What follows belongs to an exercise in optimizing a design on an open flow for small area, a short achievable clock period and few clock cycles; a production flow would make more cautious choices.
In this exercise RTL edits were held to simulation tests only and were not proved equivalent to the original.
Power is estimated from default activity; no workload was simulated.

==> flow/design.v <==
module rpt_fmt (
    input  wire        clk,
    input  wire        rst,         
    input  wire        req_valid,
    output wire        req_ready,
    input  wire        req_kind,    
    input  wire [7:0]  req_t,
    input  wire [7:0]  req_h,
    input  wire [15:0] req_f,
    output wire        tx_valid,
    input  wire        tx_ready,
    output wire [7:0]  tx_data
);
    localparam [5:0] Q_HEAD = 6'd0,     
                     Q_T1   = 6'd1,     
                     Q_T2   = 6'd2,     
                     Q_T0   = 6'd4,     
                     Q_H0   = 6'd5,     
                     Q_H1   = 6'd6,     
                     Q_H2   = 6'd7,     
                     Q_HD2  = 6'd8,     
                     Q_HD0  = 6'd10,    
                     Q_F1   = 6'd11,    
                     Q_F2   = 6'd12,    
                     Q_F3   = 6'd13,    
                     Q_F4   = 6'd14,    
                     Q_FD4  = 6'd15,    
                     Q_FD0  = 6'd19,    
                     Q_K0   = 6'd20,    
                     Q_K9   = 6'd29,
                     Q_KD2  = 6'd30,    
                     Q_KD0  = 6'd32,    
                     Q_CR   = 6'd33,
                     Q_LF   = 6'd34;
    reg        txv;
    reg [7:0]  txd;
    reg        rfree;       
    reg        rrdy;        
    reg        kind;
    reg [19:0] r;           
    reg [4:0]  rstep;       
    reg [9:0]  s;           
    reg [5:0]  st;
    assign req_ready = rrdy;
    assign tx_valid  = txv;
    assign tx_data   = txd;
    function [3:0] add3;
        input [3:0] x;
        add3 = {x[3] | (x[2] & (x[1] | x[0])),
                (x[3] & x[0]) | (x[2] & ~x[1] & ~x[0]),
                (x[1] & (~x[2] | x[0])) | (x[3] & ~x[0]),
                (~x[3] & ~x[2] & x[0]) | (x[2] & x[1] & ~x[0]) | (x[3] & ~x[0])};
    endfunction
    wire rdone = kind ? rstep[4] : rstep[3];
    wire ge2  = |rstep[4:1];
    wire ge4  = |rstep[4:2];
    wire ge6  = rstep[4] | rstep[3] | (rstep[2] & rstep[1]);
    wire ge8  = |rstep[4:3];
    wire ge12 = rstep[4] | (rstep[3] & rstep[2]);
    wire en0  = kind ? 1'b1 : ge2;
    wire en1  = kind ? ge4  : ge6;
    wire en2  = kind ? ge8  : ge2;
    wire en3  = kind ? ge12 : ge6;
    reg [19:0] ra, rn;
    always @(*) begin
        ra = r;
        if (en0) ra[3:0]   = add3(r[3:0]);
        if (en1) ra[7:4]   = add3(r[7:4]);
        if (en2) ra[11:8]  = add3(r[11:8]);
        if (en3) ra[15:12] = add3(r[15:12]);
        rn = {ra[18:0], ra[19]};
        if (!kind) begin
            rn[0]  = ra[17];
            rn[8]  = ra[19];
            rn[16] = ra[7];
            rn[18] = ra[15];
        end
    end
    wire [2:0] kidx = st[2:0] - Q_K0[2:0];    
    reg  [9:0] sa, sn;
    always @(*) begin
        sa = s;
        if (kidx >= 3'd2) sa[3:0] = add3(s[3:0]);
        if (kidx >= 3'd6) sa[7:4] = add3(s[7:4]);
        sn = {sa[8:0], sa[9]};
    end
    wire [5:0] q_t = (|r[19:18]) ? Q_T2  : (|r[15:12]) ? Q_T2 + 6'd1  : Q_T0;
    wire [5:0] q_h = (|r[17:16]) ? Q_HD2 : (|r[7:4])   ? Q_HD2 + 6'd1 : Q_HD0;
    wire [5:0] q_f = (|r[18:16]) ? Q_FD4 : (|r[15:12]) ? Q_FD4 + 6'd1 :
                     (|r[11:8])  ? Q_FD4 + 6'd2 : (|r[7:4]) ? Q_FD4 + 6'd3 : Q_FD0;
    wire [5:0] q_s = (|s[9:8])   ? Q_KD2 : (|s[7:4])   ? Q_KD2 + 6'd1 : Q_KD0;
    reg [7:0] nb;
    reg [3:0] dg;
    reg       dig;
    reg       have;
    reg [5:0] nst;
    always @(*) begin
        have = 1'b1;
        nst  = st + 6'd1;
        nb   = 8'h00;
        dg   = 4'd0;
        dig  = 1'b0;
        case (st)
        Q_HEAD: begin
            have = ~rfree;
            nb   = kind ? "F" : "T";
            nst  = kind ? Q_F1 : Q_T1;
        end
        Q_T1:  begin nb = ":"; have = rdone; nst = q_t; end
        6'd2:  begin dig = 1'b1; dg = {2'b00, r[19:18]}; end
        6'd3:  begin dig = 1'b1; dg = r[15:12]; end
        6'd4:  begin dig = 1'b1; dg = r[11:8]; end
        Q_H0:  nb = " ";
        Q_H1:  nb = "H";
        Q_H2:  begin nb = ":"; nst = q_h; end
        6'd8:  begin dig = 1'b1; dg = {2'b00, r[17:16]}; end
        6'd9:  begin dig = 1'b1; dg = r[7:4]; end
        6'd10: begin dig = 1'b1; dg = r[3:0]; nst = Q_K0; end
        Q_F1:  nb = "R";
        Q_F2:  nb = "E";
        Q_F3:  nb = "Q";
        Q_F4:  begin nb = ":"; have = rdone; nst = q_f; end
        6'd15: begin dig = 1'b1; dg = {1'b0, r[18:16]}; end
        6'd16: begin dig = 1'b1; dg = r[15:12]; end
        6'd17: begin dig = 1'b1; dg = r[11:8]; end
        6'd18: begin dig = 1'b1; dg = r[7:4]; end
        6'd19: begin dig = 1'b1; dg = r[3:0]; end
        6'd20: nb = " ";
        6'd21: nb = "C";
        6'd22: nb = "H";
        6'd23: nb = "E";
        6'd24: nb = "C";
        6'd25: nb = "K";
        6'd26: nb = "S";
        6'd27: nb = "U";
        6'd28: nb = "M";
        Q_K9:  begin nb = ":"; nst = q_s; end
        6'd30: begin dig = 1'b1; dg = {2'b00, s[9:8]}; end
        6'd31: begin dig = 1'b1; dg = s[7:4]; end
        6'd32: begin dig = 1'b1; dg = s[3:0]; end
        Q_CR:  nb = 8'h0D;
        Q_LF:  begin nb = 8'h0A; nst = Q_HEAD; end
        default: begin have = 1'b0; nst = Q_HEAD; end
        endcase
        if (dig) nb = {4'h3, dg};
    end
    wire slot = ~txv | tx_ready;
    wire ld   = slot & have;
    wire acc  = req_valid & rrdy;
    wire body = (st != Q_HEAD) && (st < Q_K0);
    wire last_val = (st == Q_HD0) || (st == Q_FD0);
    always @(posedge clk) begin
        if (rst) begin
            txv   <= 1'b0;
            rfree <= 1'b1;
            rrdy  <= 1'b0;
            st    <= Q_HEAD;
        end else begin
            if (slot) txv <= have;
            if (ld) begin
                txd <= nb;
                st  <= nst;
            end
            if (acc)
                rfree <= 1'b0;
            else if (ld && last_val)
                rfree <= 1'b1;
            rrdy <= req_valid && !acc && (rfree || (ld && last_val));
        end
    end
    always @(posedge clk) begin
        if (rfree || (ld && last_val))
            kind <= req_kind;
    end
    always @(posedge clk) begin
        if (rfree) begin
            r     <= kind ? {req_f, 4'b0000}
                          : {req_t[7:6], req_h[7:6], req_t[5:0], 2'b00,
                             req_h[5:0], 2'b00};
            rstep <= 5'd0;
        end else if (!rdone) begin
            r     <= rn;
            rstep <= rstep + 5'd1;
        end
    end
    always @(posedge clk) begin
        if (ld) begin
            if (st == Q_HEAD)
                s <= {nb, 2'b00};
            else if (body)
                s[9:2] <= s[9:2] + nb;
            else if (st >= Q_K0 && st < Q_K0 + 6'd8)
                s <= sn;
        end
    end
endmodule
export LEC_CHECK = 0
export CAP_MARGIN = 20
export CORE_MARGIN = 2
export CORE_UTILIZATION = 50
export CTS_BUF_LIST = sky130_fd_sc_hd__clkbuf_8
export CTS_CLUSTER_SIZE = 10
export PLACE_DENSITY = 0.65
export SLEW_MARGIN = 20
create_clock -name core_clock -period 40.0 [get_ports {clk}]
standard.sh (not shown) runs the stock make flow with config.mk's settings and CLKGATE_MAP_FILE= SYNTH_SCRIPT=/design/flow/synth_recipe.tcl, a recipe that flattens the netlist after the stock synthesis.
==> flow/flow/run.sh <==
#!/bin/bash
# The standard layout, with the smallest buffer on the ports instead of the
# delay cell buffer_ports picks by default, and timing repair asked to aim
# for a slack margin so that it works on the port paths too.
set -uo pipefail
export BUFFER_PORTS_ARGS="-buffer_cell sky130_fd_sc_hd__buf_1"
export SETUP_SLACK_MARGIN=31.1
bash standard.sh > standard.log 2>&1
The starting point completed without violations.
Testbench counts at the start, summed over its fixed seeds: cycles 36,790.
Edit:
--- a/flow/design.v
+++ b/flow/design.v
@@ -148,5 +148,4 @@
     wire ld   = slot & have;
     wire acc  = req_valid & rrdy;
-    wire body = (st != Q_HEAD) && (st < Q_K0);
     wire last_val = (st == Q_HD0) || (st == Q_FD0);
     always @(posedge clk) begin
@@ -186,9 +185,8 @@
     always @(posedge clk) begin
         if (ld) begin
-            if (st == Q_HEAD)
-                s <= {nb, 2'b00};
-            else if (body)
-                s[9:2] <= s[9:2] + nb;
-            else if (st >= Q_K0 && st < Q_K0 + 6'd8)
+            if (st < Q_K0)
+                s <= {((st == Q_HEAD) ? 8'd0 : s[9:2]) + nb,
+                      (st == Q_HEAD) ? 2'b00 : s[1:0]};
+            else if (st < Q_K0 + 6'd8)
                 s <= sn;
         end
Result: Routed wire length goes up by about 0.34%. Final cell count goes up by 3.3%. Combinational power goes down by about 35%. Power goes down by about 25%. Utilization goes down by 1.1 points. Via count goes up by 2.8%. Cell area goes up by about 3.5%. Non-clock buffer count goes up by 2. Worst hold slack loses 9.9 ps.
Testbench counts after the change, summed over its fixed seeds: cycles 36,790.

-- port drivers added, routing unchanged --
In the flow no input, the clock included, has a driving cell. The finished layouts below were timed again as built, in two steps. Step 1 (the two cells are an assumption about what drives the block):
set clk [get_ports {clk}]
set_driving_cell -lib_cell sky130_fd_sc_hd__clkbuf_16 $clk
set_driving_cell -lib_cell sky130_fd_sc_hd__buf_2 [delete_from_list [all_inputs] $clk]
Step 2 moves the port delays by t, midway between the first and last clock arrival at a register: inputs arrive t later, outputs are due t later. That takes back most of the time a late clock gives input paths. Slacks: ideal ports / drivers / drivers and shift; pairs: ideal ports / drivers.
run | t, ns | slack for setup (ns) | worst data-port slew with drivers (ns) | pins driven straight from the clock port
the first run | 0.354 | 31.139 / 31.106 / 30.908 | 0.03 | 1
the second run | 0.339 | 31.095 / 31.104 / 30.766 | 0.03 | 1
After both steps every run listed still meets setup and hold. For the second run, which loses most, drivers alone change the setup slack by +0.009 ns; drivers and shift together by -0.329 ns.
